Source: an optimization exercise on an open RTL-to-GDS flow (aim: small area). Production flows keep margins and buffers that such runs may drop. In this exercise RTL edits were held to simulation tests only and were not proved equivalent to the original. Power is estimated from default activity; no workload was simulated.

==> design/flow/design.v <==
module tw_prim (
    input  wire       clk,
    input  wire       rst,
    input  wire       start,
    input  wire [2:0] op,
    input  wire       in_tx,       
    input  wire [7:0] wdata,       
    input  wire       ack_out,     
    input  wire [1:0] scl_pin,
    input  wire [1:0] sda_pin,
    input  wire [7:0] s_delay,     
    input  wire [7:0] l_delay,     
    output reg        done,        
    output reg  [1:0] err,         
    output reg        ack_in,      
    output reg  [7:0] rdata,       
    output reg        ev_valid,
    input  wire       ev_ready,
    output reg  [2:0] ev_kind,
    output reg  [1:0] ev_pin,
    output reg  [7:0] ev_arg,
    input  wire       smp_level
);
    localparam OP_START = 3'd0, OP_STOP = 3'd1, OP_WBYTE = 3'd2, OP_RBYTE = 3'd3,
               OP_FF = 3'd4, OP_CFG = 3'd5;
    localparam EV_CFG = 3'd0, EV_LOW = 3'd1, EV_REL = 3'd2, EV_SMP = 3'd3, EV_WAIT = 3'd4;
    localparam [3:0] MAX_STRETCH = 4'd12;
    localparam ERR_OK = 2'd0, ERR_ARB = 2'd1, ERR_LCS = 2'd2;
    localparam R_START = 2'd0, R_STOP = 2'd1, R_TICK = 2'd2;
    localparam P_IDLE = 6'd0,
               SI0 = 6'd1,  SI1 = 6'd2,  SI2 = 6'd3,  SI3 = 6'd4,
               SR0 = 6'd5,  SR1 = 6'd6,  SR2 = 6'd7,
               SI4 = 6'd8,  SI5 = 6'd9,  SI6 = 6'd10, SI7 = 6'd11, SI8 = 6'd12, SI9 = 6'd13,
               SP0 = 6'd14, SP1 = 6'd15, SP2 = 6'd16, SP3 = 6'd17, SP4 = 6'd18, SP5 = 6'd19,
               SW  = 6'd20,
               B_SET = 6'd21,
               T0 = 6'd22, T1 = 6'd23, T2 = 6'd24, T4 = 6'd25, T5 = 6'd26, T6 = 6'd27, T7 = 6'd28,
               B_END = 6'd29,
               FF0 = 6'd30, FF1 = 6'd31,
               C0 = 6'd32, C1 = 6'd33,
               P_DONE = 6'd34;
    reg [5:0] state;
    reg [2:0] op_r;
    reg [7:0] wdata_r;
    reg       ack_out_r;
    reg [3:0] bitn;         
    reg [3:0] polls;
    reg [1:0] ret;          
    reg [1:0] err_next;     
    wire fire = ev_valid && ev_ready;
    wire is_write = (op_r == OP_WBYTE);
    wire set_low  = is_write ? (bitn != 4'd8 && !wdata_r[7 - bitn[2:0]])
                             : (bitn == 4'd8 && !ack_out_r);
    wire tick_smp = is_write ? (bitn == 4'd8) : (bitn != 4'd8);
    always @(*) begin
        ev_valid = 1'b1;
        ev_kind  = EV_WAIT;
        ev_pin   = sda_pin;
        ev_arg   = s_delay;
        case (state)
            SI0: ev_kind = EV_REL;
            SI1: begin ev_kind = EV_REL; ev_pin = scl_pin; end
            SI2: ;
            SI3: ev_kind = EV_SMP;
            SR0: ev_kind = EV_REL;
            SR1: ;
            SR2: begin ev_kind = EV_REL; ev_pin = scl_pin; end
            SI4: ;
            SI5: ev_kind = EV_LOW;
            SI6: ;
            SI7: begin ev_kind = EV_LOW; ev_pin = scl_pin; end
            SI8: ;
            SI9: ev_kind = EV_REL;
            SP0: ev_kind = EV_LOW;
            SP1: ;
            SP2: begin ev_kind = EV_REL; ev_pin = scl_pin; end
            SP3: ;
            SP4: ev_kind = EV_REL;
            SP5: ;
            SW:  begin ev_kind = EV_SMP; ev_pin = scl_pin; end
            B_SET: ev_kind = set_low ? EV_LOW : EV_REL;
            T0:  begin ev_kind = EV_LOW; ev_pin = scl_pin; end
            T1:  ;
            T2:  begin ev_kind = EV_REL; ev_pin = scl_pin; end
            T4:  ev_arg = l_delay;
            T5:  ev_kind = EV_SMP;
            T6:  begin ev_kind = EV_LOW; ev_pin = scl_pin; end
            T7:  ;
            B_END: ev_kind = EV_REL;
            FF0: begin ev_kind = EV_REL; ev_pin = scl_pin; end
            FF1: ev_kind = EV_REL;
            C0:  begin ev_kind = EV_CFG; ev_pin = scl_pin; end
            C1:  ev_kind = EV_CFG;
            default: ev_valid = 1'b0;
        endcase
    end
    always @(posedge clk) begin
        if (rst) begin
            state     <= P_IDLE;
            done      <= 1'b0;
            err       <= ERR_OK;
            ack_in    <= 1'b0;
            rdata     <= 8'd0;
            op_r      <= 3'd0;
            wdata_r   <= 8'd0;
            ack_out_r <= 1'b0;
            bitn      <= 4'd0;
            polls     <= 4'd0;
            ret       <= R_START;
            err_next  <= ERR_OK;
        end else begin
            done <= 1'b0;
            case (state)
                P_IDLE: begin
                    if (start) begin
                        op_r      <= op;
                        wdata_r   <= wdata;
                        ack_out_r <= ack_out;
                        bitn      <= 4'd0;
                        polls     <= 4'd0;
                        err       <= ERR_OK;
                        case (op)
                            OP_START: state <= in_tx ? SR0 : SI0;
                            OP_STOP:  state <= SP0;
                            OP_WBYTE: state <= B_SET;
                            OP_RBYTE: state <= B_SET;
                            OP_FF:    begin err_next <= ERR_OK; state <= FF0; end
                            default:  state <= C0;
                        endcase
                    end
                end
                SI0: if (fire) state <= SI1;
                SI1: if (fire) state <= SI2;
                SI2: if (fire) state <= SI3;
                SI3: begin
                    if (fire) begin
                        if (!smp_level) begin
                            err_next <= ERR_ARB;
                            state    <= FF0;
                        end else begin
                            ret   <= R_START;
                            polls <= 4'd0;
                            state <= SW;
                        end
                    end
                end
                SR0: if (fire) state <= SR1;
                SR1: if (fire) state <= SR2;
                SR2: begin
                    if (fire) begin
                        ret   <= R_START;
                        polls <= 4'd0;
                        state <= SW;
                    end
                end
                SI4: if (fire) state <= SI5;
                SI5: if (fire) state <= SI6;
                SI6: if (fire) state <= SI7;
                SI7: if (fire) state <= SI8;
                SI8: if (fire) state <= SI9;
                SI9: if (fire) state <= P_DONE;
                SP0: if (fire) state <= SP1;
                SP1: if (fire) state <= SP2;
                SP2: begin
                    if (fire) begin
                        ret   <= R_STOP;
                        polls <= 4'd0;
                        state <= SW;
                    end
                end
                SP3: if (fire) state <= SP4;
                SP4: if (fire) state <= SP5;
                SP5: if (fire) state <= P_DONE;
                SW: begin
                    if (fire) begin
                        if (smp_level) begin
                            case (ret)
                                R_START: state <= SI4;
                                R_STOP:  state <= SP3;
                                default: state <= T4;
                            endcase
                        end else if (polls + 4'd1 == MAX_STRETCH) begin
                            err_next <= ERR_LCS;
                            state    <= FF0;
                        end else begin
                            polls <= polls + 4'd1;
                        end
                    end
                end
                B_SET: if (fire) state <= T0;
                T0: if (fire) state <= T1;
                T1: if (fire) state <= T2;
                T2: begin
                    if (fire) begin
                        ret   <= R_TICK;
                        polls <= 4'd0;
                        state <= SW;
                    end
                end
                T4: if (fire) state <= tick_smp ? T5 : T6;
                T5: begin
                    if (fire) begin
                        if (is_write)
                            ack_in <= smp_level;
                        else
                            rdata[7 - bitn[2:0]] <= smp_level;
                        state <= T6;
                    end
                end
                T6: if (fire) state <= T7;
                T7: begin
                    if (fire) begin
                        bitn <= bitn + 4'd1;
                        if (bitn == 4'd8)
                            state <= is_write ? P_DONE : B_END;
                        else
                            state <= B_SET;
                    end
                end
                B_END: if (fire) state <= P_DONE;
                FF0: if (fire) state <= FF1;
                FF1: begin
                    if (fire) begin
                        err   <= err_next;
                        state <= P_DONE;
                    end
                end
                C0: if (fire) state <= C1;
                C1: if (fire) state <= P_DONE;
                P_DONE: begin
                    done  <= 1'b1;
                    state <= P_IDLE;
                end
                default: state <= P_IDLE;
            endcase
        end
    end
endmodule
module tw_master (
    input  wire        clk,
    input  wire        rst,
    input  wire        cmd_valid,
    output wire        cmd_ready,
    input  wire [31:0] cmd,
    output reg         done,
    output reg  [7:0]  status,
    output reg  [7:0]  result,
    output reg         faulted,
    output reg  [7:0]  fault_reason,
    input  wire        tx_we,
    input  wire [3:0]  tx_addr,
    input  wire [7:0]  tx_data,
    output wire        ev_valid,
    input  wire        ev_ready,
    output wire [2:0]  ev_kind,
    output wire [1:0]  ev_pin,
    output wire [7:0]  ev_arg,
    input  wire        smp_level,
    output reg         tw_init,
    output reg         tw_in_tx,
    output reg  [1:0]  tw_speed,
    input  wire [3:0]  rx_idx,
    output wire [7:0]  rx_data,
    output reg  [3:0]  dev_count,
    input  wire [2:0]  dl_idx,
    output wire [6:0]  dl_addr
);
    localparam NUM_PINS = 4;
    localparam BUF_SIZE = 16;
    localparam MAX_DEV  = 8;
    localparam [1:0] DEFAULT_SPEED = 2'd1;
    localparam [7:0] TW_INIT = 8'h10, TW_SET_SPEED = 8'h11, TW_START = 8'h12,
                     TW_STOP = 8'h13, TW_WRITE_BYTE = 8'h14, TW_READ_BYTE = 8'h15,
                     TW_WRITE_BYTES = 8'h16, TW_READ_BYTES = 8'h17, TW_START_RW = 8'h18,
                     TW_START_WRITE = 8'h19, TW_START_READ = 8'h1A, TW_SCAN = 8'h1B,
                     TW_FREE = 8'h1C;
    localparam [7:0] ST_OK = 8'h00, ST_INIT_CONFLICT = 8'h01, ST_ARB_LOST = 8'h03,
                     ST_LONG_STRETCH = 8'h04, ST_NO_ACK = 8'h05,
                     ST_STOP_OUTSIDE = 8'h09, ST_OUT_OF_MEMORY = 8'h0B;
    localparam [7:0] UF_ILLEGAL_OPCODE = 8'h01, UF_RESERVED_FIELD = 8'h02,
                     UF_TW_NOT_INIT = 8'h03, UF_TW_NOT_IN_TX = 8'h04,
                     UF_BAD_PIN = 8'h05, UF_SAME_PIN = 8'h06,
                     UF_LEN_TOO_BIG = 8'h09, UF_TX_UNWRITTEN = 8'h0A;
    localparam [2:0] OP_START = 3'd0, OP_STOP = 3'd1, OP_WBYTE = 3'd2, OP_RBYTE = 3'd3,
                     OP_FF = 3'd4, OP_CFG = 3'd5;
    localparam [1:0] ERR_OK = 2'd0, ERR_ARB = 2'd1, ERR_LCS = 2'd2;
    localparam X_IDLE      = 4'd0,
               X_CFG       = 4'd1,    
               X_START     = 4'd2,    
               X_STOP      = 4'd3,    
               X_WB        = 4'd4,    
               X_RB        = 4'd5,    
               X_WBS       = 4'd6,    
               X_RBS       = 4'd7,    
               X_FF_NOACK  = 4'd8,    
               X_SRW_START = 4'd9,    
               X_SRW_ADDR  = 4'd10,   
               X_SRW_STOP  = 4'd11,   
               X_SW_REG    = 4'd12,   
               X_SCAN_STOP = 4'd13,   
               X_FAULT     = 4'd14;
    function [7:0] short_delay;
        input [1:0] lvl;
        begin
            case (lvl)
                2'd0:    short_delay = 8'd40;
                2'd1:    short_delay = 8'd20;
                2'd2:    short_delay = 8'd10;
                default: short_delay = 8'd5;
            endcase
        end
    endfunction
    reg [3:0]  state;
    reg        issued;
    reg [7:0]  op;
    reg [7:0]  opa;
    reg [7:0]  opb;
    reg [1:0]  scl_pin;
    reg [1:0]  sda_pin;
    reg [7:0]  s_delay;
    reg [7:0]  l_delay;
    reg [7:0]  txbuf [0:BUF_SIZE-1];
    reg [BUF_SIZE-1:0] tx_written;
    reg [7:0]  rxbuf [0:BUF_SIZE-1];
    reg [6:0]  dlist [0:MAX_DEV-1];
    reg [7:0]  idx;           
    reg [7:0]  addr_byte;     
    reg        son;           
    reg        second_srw;    
    reg [6:0]  scan_addr;
    assign rx_data = rxbuf[rx_idx];
    assign dl_addr = dlist[dl_idx];
    assign cmd_ready = (state == X_IDLE) && !faulted;
    wire [7:0] c_op = cmd[31:24];
    wire [7:0] c_a  = cmd[23:16];
    wire [7:0] c_b  = cmd[15:8];
    wire [7:0] c_c  = cmd[7:0];
    reg c_legal;
    reg c_reserved;
    always @(*) begin
        c_legal    = 1'b1;
        c_reserved = 1'b0;
        case (c_op)
            TW_INIT:        c_reserved = (c_c != 8'd0);
            TW_SET_SPEED:   c_reserved = (cmd[23:18] != 6'd0) || (cmd[15:0] != 16'd0);
            TW_START, TW_STOP, TW_SCAN, TW_FREE:
                            c_reserved = (cmd[23:0] != 24'd0);
            TW_WRITE_BYTE, TW_WRITE_BYTES, TW_READ_BYTES:
                            c_reserved = (cmd[15:0] != 16'd0);
            TW_READ_BYTE:   c_reserved = (cmd[23:17] != 7'd0) || (cmd[15:0] != 16'd0);
            TW_START_RW:    c_reserved = (cmd[15:9] != 7'd0) || (c_c != 8'd0);
            TW_START_WRITE, TW_START_READ:
                            c_reserved = c_a[7] || (c_c != 8'd0);
            default:        c_legal = 1'b0;
        endcase
    end
    wire c_needs_init = !(c_op == TW_INIT || c_op == TW_SET_SPEED ||
                          c_op == TW_STOP || c_op == TW_FREE);
    wire c_byte_xfer  = (c_op == TW_WRITE_BYTE) || (c_op == TW_READ_BYTE) ||
                        (c_op == TW_WRITE_BYTES) || (c_op == TW_READ_BYTES);
    wire c_len_op     = (c_op == TW_WRITE_BYTES) || (c_op == TW_READ_BYTES);
    reg c_tx_ok;
    integer k;
    always @(*) begin
        c_tx_ok = 1'b1;
        for (k = 0; k < BUF_SIZE; k = k + 1)
            if (k < c_a && !tx_written[k])
                c_tx_ok = 1'b0;
    end
    reg        p_start;
    reg [2:0]  p_op;
    reg [7:0]  p_wdata;
    reg        p_ack_out;
    wire       p_done;
    wire [1:0] p_err;
    wire       p_ack_in;
    wire [7:0] p_rdata;
    always @(*) begin
        p_start   = 1'b0;
        p_op      = OP_START;
        p_wdata   = 8'd0;
        p_ack_out = 1'b0;
        case (state)
            X_CFG:       begin p_start = !issued; p_op = OP_CFG; end
            X_START:     begin p_start = !issued; p_op = OP_START; end
            X_STOP:      begin p_start = !issued; p_op = OP_STOP; end
            X_WB:        begin p_start = !issued; p_op = OP_WBYTE; p_wdata = opa; end
            X_RB:        begin p_start = !issued; p_op = OP_RBYTE; p_ack_out = opa[0]; end
            X_WBS:       begin p_start = !issued; p_op = OP_WBYTE; p_wdata = txbuf[idx[3:0]]; end
            X_RBS:       begin p_start = !issued; p_op = OP_RBYTE; p_ack_out = (idx + 8'd1 == opa); end
            X_FF_NOACK:  begin p_start = !issued; p_op = OP_FF; end
            X_SRW_START: begin p_start = !issued; p_op = OP_START; end
            X_SRW_ADDR:  begin p_start = !issued; p_op = OP_WBYTE; p_wdata = addr_byte; end
            X_SRW_STOP:  begin p_start = !issued; p_op = OP_STOP; end
            X_SW_REG:    begin p_start = !issued; p_op = OP_WBYTE; p_wdata = opb; end
            X_SCAN_STOP: begin p_start = !issued; p_op = OP_STOP; end
            default: ;
        endcase
    end
    tw_prim u_prim (
        .clk       (clk),
        .rst       (rst),
        .start     (p_start),
        .op        (p_op),
        .in_tx     (tw_in_tx),
        .wdata     (p_wdata),
        .ack_out   (p_ack_out),
        .scl_pin   (scl_pin),
        .sda_pin   (sda_pin),
        .s_delay   (s_delay),
        .l_delay   (l_delay),
        .done      (p_done),
        .err       (p_err),
        .ack_in    (p_ack_in),
        .rdata     (p_rdata),
        .ev_valid  (ev_valid),
        .ev_ready  (ev_ready),
        .ev_kind   (ev_kind),
        .ev_pin    (ev_pin),
        .ev_arg    (ev_arg),
        .smp_level (smp_level)
    );
    wire [7:0] err_status = (p_err == ERR_ARB) ? ST_ARB_LOST : ST_LONG_STRETCH;
    wire       scan_last = (scan_addr == 7'h77);
    integer i;
    always @(posedge clk) begin
        if (rst) begin
            state        <= X_IDLE;
            issued       <= 1'b0;
            done         <= 1'b0;
            status       <= ST_OK;
            result       <= 8'd0;
            faulted      <= 1'b0;
            fault_reason <= 8'd0;
            op           <= 8'd0;
            opa          <= 8'd0;
            opb          <= 8'd0;
            scl_pin      <= 2'd0;
            sda_pin      <= 2'd0;
            s_delay      <= 8'd0;
            l_delay      <= 8'd0;
            tw_init      <= 1'b0;
            tw_in_tx     <= 1'b0;
            tw_speed     <= 2'd0;
            tx_written   <= {BUF_SIZE{1'b0}};
            dev_count    <= 4'd0;
            idx          <= 8'd0;
            addr_byte    <= 8'd0;
            son          <= 1'b0;
            second_srw   <= 1'b0;
            scan_addr    <= 7'd0;
            for (i = 0; i < BUF_SIZE; i = i + 1)
                rxbuf[i] <= 8'd0;
        end else begin
            done <= 1'b0;
            if (p_start)
                issued <= 1'b1;
            if (p_done)
                issued <= 1'b0;
            if (tx_we && state == X_IDLE) begin
                txbuf[tx_addr]      <= tx_data;
                tx_written[tx_addr] <= 1'b1;
            end
            case (state)
            X_IDLE: begin
                if (cmd_valid && !faulted) begin
                    op  <= c_op;
                    opa <= c_a;
                    opb <= c_b;
                    if (!c_legal) begin
                        fault_reason <= UF_ILLEGAL_OPCODE;
                        faulted      <= 1'b1;
                        state        <= X_FAULT;
                    end else if (c_reserved) begin
                        fault_reason <= UF_RESERVED_FIELD;
                        faulted      <= 1'b1;
                        state        <= X_FAULT;
                    end else if (c_needs_init && !tw_init) begin
                        fault_reason <= UF_TW_NOT_INIT;
                        faulted      <= 1'b1;
                        state        <= X_FAULT;
                    end else if (c_byte_xfer && !tw_in_tx) begin
                        fault_reason <= UF_TW_NOT_IN_TX;
                        faulted      <= 1'b1;
                        state        <= X_FAULT;
                    end else if (c_len_op && c_a > BUF_SIZE) begin
                        fault_reason <= UF_LEN_TOO_BIG;
                        faulted      <= 1'b1;
                        state        <= X_FAULT;
                    end else if (c_op == TW_WRITE_BYTES && !c_tx_ok) begin
                        fault_reason <= UF_TX_UNWRITTEN;
                        faulted      <= 1'b1;
                        state        <= X_FAULT;
                    end else begin
                        case (c_op)
                            TW_INIT: begin
                                if (c_a >= NUM_PINS || c_b >= NUM_PINS) begin
                                    fault_reason <= UF_BAD_PIN;
                                    faulted      <= 1'b1;
                                    state        <= X_FAULT;
                                end else if (c_a == c_b) begin
                                    fault_reason <= UF_SAME_PIN;
                                    faulted      <= 1'b1;
                                    state        <= X_FAULT;
                                end else if (tw_init) begin
                                    status <= (c_a[1:0] == scl_pin && c_b[1:0] == sda_pin)
                                              ? ST_OK : ST_INIT_CONFLICT;
                                    done   <= 1'b1;
                                end else begin
                                    scl_pin <= c_a[1:0];
                                    sda_pin <= c_b[1:0];
                                    state   <= X_CFG;
                                end
                            end
                            TW_SET_SPEED: begin
                                tw_speed <= c_a[1:0];
                                s_delay  <= short_delay(c_a[1:0]);
                                l_delay  <= short_delay(c_a[1:0]) << 1;
                                status   <= ST_OK;
                                done     <= 1'b1;
                            end
                            TW_START: state <= X_START;
                            TW_STOP: begin
                                if (!tw_in_tx) begin
                                    status <= ST_STOP_OUTSIDE;
                                    done   <= 1'b1;
                                end else begin
                                    state <= X_STOP;
                                end
                            end
                            TW_WRITE_BYTE: state <= X_WB;
                            TW_READ_BYTE:  state <= X_RB;
                            TW_WRITE_BYTES, TW_READ_BYTES: begin
                                idx <= 8'd0;
                                if (c_a == 8'd0) begin
                                    status <= ST_OK;
                                    done   <= 1'b1;
                                end else begin
                                    state <= (c_op == TW_WRITE_BYTES) ? X_WBS : X_RBS;
                                end
                            end
                            TW_START_RW: begin
                                addr_byte  <= c_a;
                                son        <= c_b[0];
                                second_srw <= 1'b0;
                                state      <= X_SRW_START;
                            end
                            TW_START_WRITE, TW_START_READ: begin
                                addr_byte  <= {c_a[6:0], 1'b0};
                                son        <= 1'b1;
                                second_srw <= 1'b0;
                                state      <= X_SRW_START;
                            end
                            TW_SCAN: begin
                                dev_count  <= 4'd0;
                                scan_addr  <= 7'h08;
                                addr_byte  <= {7'h08, 1'b0};
                                son        <= 1'b1;
                                second_srw <= 1'b0;
                                state      <= X_SRW_START;
                            end
                            TW_FREE: begin
                                dev_count <= 4'd0;
                                status    <= ST_OK;
                                done      <= 1'b1;
                            end
                            default: ;
                        endcase
                    end
                end
            end
            X_CFG: begin
                if (p_done) begin
                    tw_speed <= DEFAULT_SPEED;
                    s_delay  <= short_delay(DEFAULT_SPEED);
                    l_delay  <= short_delay(DEFAULT_SPEED) << 1;
                    tw_in_tx <= 1'b0;
                    tw_init  <= 1'b1;
                    status   <= ST_OK;
                    done     <= 1'b1;
                    state    <= X_IDLE;
                end
            end
            X_START: begin
                if (p_done) begin
                    done  <= 1'b1;
                    state <= X_IDLE;
                    if (p_err == ERR_OK) begin
                        tw_in_tx <= 1'b1;
                        status   <= ST_OK;
                    end else begin
                        tw_in_tx <= 1'b0;
                        status   <= err_status;
                    end
                end
            end
            X_STOP: begin
                if (p_done) begin
                    tw_in_tx <= 1'b0;
                    status   <= (p_err == ERR_OK) ? ST_OK : ST_LONG_STRETCH;
                    done     <= 1'b1;
                    state    <= X_IDLE;
                end
            end
            X_WB: begin
                if (p_done) begin
                    done  <= 1'b1;
                    state <= X_IDLE;
                    if (p_err == ERR_OK) begin
                        result <= {7'd0, p_ack_in};
                        status <= ST_OK;
                    end else begin
                        tw_in_tx <= 1'b0;
                        status   <= ST_LONG_STRETCH;
                    end
                end
            end
            X_RB: begin
                if (p_done) begin
                    done  <= 1'b1;
                    state <= X_IDLE;
                    if (p_err == ERR_OK) begin
                        result <= p_rdata;
                        status <= ST_OK;
                    end else begin
                        tw_in_tx <= 1'b0;
                        status   <= ST_LONG_STRETCH;
                    end
                end
            end
            X_WBS: begin
                if (p_done) begin
                    if (p_err != ERR_OK) begin
                        tw_in_tx <= 1'b0;
                        status   <= ST_LONG_STRETCH;
                        done     <= 1'b1;
                        state    <= X_IDLE;
                    end else if (p_ack_in) begin
                        state <= X_FF_NOACK;
                    end else if (idx + 8'd1 == opa) begin
                        status <= ST_OK;
                        done   <= 1'b1;
                        state  <= X_IDLE;
                    end else begin
                        idx <= idx + 8'd1;
                    end
                end
            end
            X_RBS: begin
                if (p_done) begin
                    if (p_err != ERR_OK) begin
                        tw_in_tx <= 1'b0;
                        status   <= ST_LONG_STRETCH;
                        done     <= 1'b1;
                        state    <= X_IDLE;
                    end else begin
                        rxbuf[idx[3:0]] <= p_rdata;
                        if (idx + 8'd1 == opa) begin
                            status <= ST_OK;
                            done   <= 1'b1;
                            state  <= X_IDLE;
                        end else begin
                            idx <= idx + 8'd1;
                        end
                    end
                end
            end
            X_FF_NOACK: begin
                if (p_done) begin
                    tw_in_tx <= 1'b0;
                    status   <= ST_NO_ACK;
                    done     <= 1'b1;
                    state    <= X_IDLE;
                end
            end
            X_SRW_START: begin
                if (p_done) begin
                    if (p_err != ERR_OK) begin
                        tw_in_tx <= 1'b0;
                        if (op == TW_SCAN)
                            dev_count <= 4'd0;
                        status <= err_status;
                        done   <= 1'b1;
                        state  <= X_IDLE;
                    end else begin
                        tw_in_tx <= 1'b1;
                        state    <= X_SRW_ADDR;
                    end
                end
            end
            X_SRW_ADDR: begin
                if (p_done) begin
                    if (p_err != ERR_OK) begin
                        tw_in_tx <= 1'b0;
                        if (op == TW_SCAN)
                            dev_count <= 4'd0;
                        status <= ST_LONG_STRETCH;
                        done   <= 1'b1;
                        state  <= X_IDLE;
                    end else if (p_ack_in) begin
                        if (son) begin
                            state <= X_SRW_STOP;
                        end else begin
                            status <= ST_NO_ACK;
                            done   <= 1'b1;
                            state  <= X_IDLE;
                        end
                    end else begin
                        case (op)
                            TW_START_RW: begin
                                status <= ST_OK;
                                done   <= 1'b1;
                                state  <= X_IDLE;
                            end
                            TW_START_WRITE: state <= X_SW_REG;
                            TW_START_READ: begin
                                if (second_srw) begin
                                    status <= ST_OK;
                                    done   <= 1'b1;
                                    state  <= X_IDLE;
                                end else begin
                                    state <= X_SW_REG;
                                end
                            end
                            default: state <= X_SCAN_STOP;    
                        endcase
                    end
                end
            end
            X_SRW_STOP: begin
                if (p_done) begin
                    tw_in_tx <= 1'b0;
                    if (op == TW_SCAN) begin
                        if (scan_last) begin
                            result <= {4'd0, dev_count};
                            status <= ST_OK;
                            done   <= 1'b1;
                            state  <= X_IDLE;
                        end else begin
                            scan_addr <= scan_addr + 7'd1;
                            addr_byte <= {scan_addr + 7'd1, 1'b0};
                            state     <= X_SRW_START;
                        end
                    end else begin
                        status <= ST_NO_ACK;
                        done   <= 1'b1;
                        state  <= X_IDLE;
                    end
                end
            end
            X_SW_REG: begin
                if (p_done) begin
                    if (p_err != ERR_OK) begin
                        tw_in_tx <= 1'b0;
                        status   <= ST_LONG_STRETCH;
                        done     <= 1'b1;
                        state    <= X_IDLE;
                    end else if (p_ack_in) begin
                        state <= X_FF_NOACK;
                    end else if (op == TW_START_READ) begin
                        addr_byte  <= {opa[6:0], 1'b1};
                        second_srw <= 1'b1;
                        state      <= X_SRW_START;
                    end else begin
                        status <= ST_OK;
                        done   <= 1'b1;
                        state  <= X_IDLE;
                    end
                end
            end
            X_SCAN_STOP: begin
                if (p_done) begin
                    tw_in_tx <= 1'b0;
                    if (p_err != ERR_OK) begin
                        dev_count <= 4'd0;
                        status    <= ST_LONG_STRETCH;
                        done      <= 1'b1;
                        state     <= X_IDLE;
                    end else if (dev_count == MAX_DEV) begin
                        dev_count <= 4'd0;
                        status    <= ST_OUT_OF_MEMORY;
                        done      <= 1'b1;
                        state     <= X_IDLE;
                    end else begin
                        dlist[dev_count[2:0]] <= scan_addr;
                        dev_count <= dev_count + 4'd1;
                        if (scan_last) begin
                            result <= {4'd0, dev_count + 4'd1};
                            status <= ST_OK;
                            done   <= 1'b1;
                            state  <= X_IDLE;
                        end else begin
                            scan_addr <= scan_addr + 7'd1;
                            addr_byte <= {scan_addr + 7'd1, 1'b0};
                            state     <= X_SRW_START;
                        end
                    end
                end
            end
            X_FAULT: ;
            default: state <= X_IDLE;
            endcase
        end
    end
endmodule
==> design/flow/run.sh <==
#!/bin/bash
# synth_recipe.tcl (not shown) runs the flow's synth.tcl, then flattens the netlist and writes it again
# the make line also repeats each setting of config.mk as NAME=value (left out here)
make -C /OpenROAD-flow-scripts/flow DESIGN_CONFIG=/design/flow/config.mk WORK_HOME=/design/flow/orfs CLKGATE_MAP_FILE= SYNTH_SCRIPT=/design/flow/synth_recipe.tcl finish
==> design/flow/config.mk <==
export PLATFORM = sky130hd
export DESIGN_NAME = tw_master
export DESIGN_NICKNAME = tw_master
export VERILOG_FILES = /design/flow/design.v
export SDC_FILE = /design/flow/constraint.sdc
export NUM_CORES = 4
export LEC_CHECK = 0
export CAP_MARGIN = 20
export CORE_MARGIN = 2
export CORE_UTILIZATION = 40
export SLEW_MARGIN = 20
==> design/flow/constraint.sdc <==
create_clock -name core_clock -period 10.0 [get_ports {clk}]
set_input_delay 2.0000 -clock core_clock [delete_from_list [all_inputs] [get_ports {clk}]]
set_output_delay 2.0000 -clock core_clock [all_outputs]
set_load 0.01 [all_outputs]
==> flow_summary.yaml <==
routing:
  first_iter_violations: 1745
  vias: 16605
  antenna_left: 0
  wire_per_inst_um: 22.0
  drc: 0
  dr.pass1.iters: 5
  via_per_inst: 5.80
  drt_wl_total_mm: 63.0
timing:
  maxSlewViolCount: 0
  rsz0062_at_grt: "no"
  worst_pin_slew_ns: 1.09
  fmax_ghz: 0.156
  slew_headroom_pct: 26.7
  skew_ns: 0.0581
  min_period_ns: 6.42
  whs_ns: 0.461
  final-setup-viol-count: 0
  hold_violations: 0
  tns_ns: 0
  worst_slack_ns: 3.58
  finalCritPeriodShare_pct: 64.2
worst_setup_path:
  max_stage_delay_ns: 1.06
  cp_num_buf_inv: 2
  cpLargestDelayFamily: "buffers and inverters"
  crit_top_cell: "clkdlybuf4s50_1"
  critPathKind: "input port to primary output"
  worst-r2r-setup-slack_ns: 6.21
  cp-end-kind: "primary output"
  critical_path_arrival_ns: 4.42
  critPathRequiredTime_ns: 8.00
  crit_fanout: 14
  cp-start-kind: "input port"
  crit_path_top_delay_cell: "clkdlybuf4s50_1"
  path_cells: "clkdlybuf4s50_1, mux4_2, mux2_2, clkdlybuf4s50_1"
job:
  cap_violations: 0
yosys:
  yosysTopAreaCell: "edfxtp_1"
  synth_cell_types: 93
  netlist_instances: 1981
  synthArstFlopShare_pct: 0
  synth_common_cells: "312 x edfxtp_1, 189 x nor2_1, 171 x nand2_1"
  yosysWarnings: 2
  synth_edf_count: 312
  syn_area_um2: 22800
  synth_flop_cell: "edfxtp_1"
  synth.avg_cell_area_um2: 11.5
  ys_ff_latch: 468
  synthTopCellsByArea: "edfxtp_1 41%, dfxtp_1 14%, mux4_2 9.5%"
  synth_top_area_share_pct: 41.2
  synth_most_common_cell: "edfxtp_1"
  yosysSeqAreaShare_pct: 54.9
global_route:
  grt_pass1_vias: 16096
  grt_max_degree: 70
  overflow: 0
  grt_usage_pct: 21.2
  grt_pass1_wl_mm: 98.1
  antenna_found_initial: 0
power_and_ir_drop:
  peakVddDrop_mv: 0.168
  p_leak_nw: 8.71
  p_sw_share_pct: 28.7
  p_clk_share_pct: 38.4
  power_frac_seq_pct: 44.4
  combPwrFrac_pct: 17.2
  finalPower_mw: 5.05
  p_per_area_nw_per_um2: 191
  p_int_mw: 3.60
  switching_power_mw: 1.45
min_path:
  min_path_type: "register to register"
die:
  dieArea_um2: 58800
  coreArea_um2: 56300
  num_io_pins: 121
  rows: 87
  dieHeight_um: 243
  die_w_um: 243
  start_util_pct: 40.4
clock_network:
  clockRootBuffer: "clkbuf_16"
  postCtsHoldBufs: 0
  cts_setup_buffers: 0
  cts_tree: "built"
  postCtsResizedCells: 0
  clockBufferDepth: 3
  clkSinkCount: 468
  path_clk_slew_ns: 0.07
  h-tree-depth: 2
  tritoncts.num_buffers: 51
  clk_latency_ns: 0.62
place:
  dp_slack_ns: 3.52
  gp_congestion: 0.922
  placed_cell_area_um2: 24600
  placed_cells: 2765
  io_buffers: 115
  place_hpwl_mm: 45.3
layout:
  utilization_pct: 46.8
  stdcell_count: 2862
  final_cell_area_um2: 26400
  synthToLayoutAreaGrowth_pct: 15.8
  layout.nets: 2140
  drive_gt1_share_pct: 12.8
run_status:
  status: "finished clean"
-- cell usage in the layout (no fill, tap or decap), types with 35 or more instances in the layout --
cell / instances
a21oi_1: 145
and2_1: 137
buf_4: 36
clkbuf_16: 52
clkdlybuf4s50_1: 113
dfxtp_1: 155
edfxtp_1: 312
inv_1: 35
mux4_2: 96
nand2_1: 171
nand3_1: 37
nor2_1: 188
nor3_1: 55
o21ai_0: 72
-- layout make-up --
type	instances	area, um^2
Timing Repair Buffer	150	1410
Clock inverter	32	374
Tap cell	756	946
Sequential cell	468	12500
Clock buffer	64	1360
Inverter	36	135
Antenna cell	1	2.50
Fill cell	5069	29900
Multi-Input combinational cell	1355	9650
-- per-layer routing --
metal	share of wire, %	GRT usage [%]	vias to the layer above
met1	43	28.8	8245
met3	6.4	3.70	107
met4	2.8	6.48	0
li1	-	-	7626
met2	48	34.7	627
met5	0	0	-
-- logic make-up (layout without fill, tap and decap cells) --
logic type | count (synthesis) | in the layout | synth area share (%)
and+or+nand+nor | 755 | 755 | 16.9
DFF | 468 | 468 | 54.9
AOI/OAI and AO/OA | 413 | 413 | 11.9
buffers and inverters | 162 | 282 | 2.89
muxes | 125 | 125 | 10.9
xor gates and xnor gates | 35 | 35 | 1.35
adders and majority gates | 22 | 22 | 1.20
other | 1 | 6 | 0.0165
-- worst paths after layout --
check	from	to	depth (start not counted)
max	dl_idx[0]	dl_addr[0]	4
min	u_prim.op_r[0]$_SDFFE_PP0P_	u_prim.op_r[0]$_SDFFE_PP0P_	2
max reg2reg	idx[0]$_SDFFE_PP0P_	idx[2]$_SDFFE_PP0P_	9
min reg2reg	u_prim.op_r[0]$_SDFFE_PP0P_	u_prim.op_r[0]$_SDFFE_PP0P_	2
-- power groups by stage --
stage	sequential (mW)	clock, mW	combinational (mW)
global route	2.25	2.05	0.945
floorplan	2.22	0	0.603
finish	2.24	1.94	0.869
CTS	2.24	1.97	0.858
detailed placement	2.28	0	0.855
global placement	2.28	0	0.850
-- sequential cells by signal (all words and copies together) (netlist names), 3 cells and up, named ones only --
name and count:
addr_byte 8, txbuf 128, dev_count 4, state 4, opb 8, u_prim.wdata_r 8
opa 8, tx_written 16, rxbuf 128, u_prim.op_r 3, status 8, u_prim.bitn 4
fault_reason 4, scan_addr 7, result 8, idx 8, u_prim.polls 4, dlist 56
op 8, u_prim.rdata 8, l_delay 6, u_prim.state 6
-- worst min-delay path, delay by kind of cell (launching register included) --
kind / cells / cell delay, ns
flip-flops: 1 / 0.32
AND/OR/NAND/NOR: 1 / 0.05
AO/OA/AOI/OAI: 1 / 0.05

## port drivers added, routing unchanged
Ports are ideal in the flow. The routed layout listed here was re-timed in OpenROAD.
Step 1, drivers: a clkbuf_16 drives clk and a buf_2 each remaining input, both assumed.
Step 2 moves the port delays by t, midway between the first and last clock arrival at a register: inputs arrive t later, outputs are due t later. That takes back most of the time a late clock gives input paths.
Three values: ideal, step 1, step 2; two values: the first two.
t (ns): 0.646
setup slack, ns: 3.579 / 3.554 / 3.554
worst hold slack (ns): 0.461 / 0.461 / 0.461
After both steps this run still meets setup and hold. The setup slack of this run moves by -0.025 ns with the drivers and by -0.025 ns with both steps.
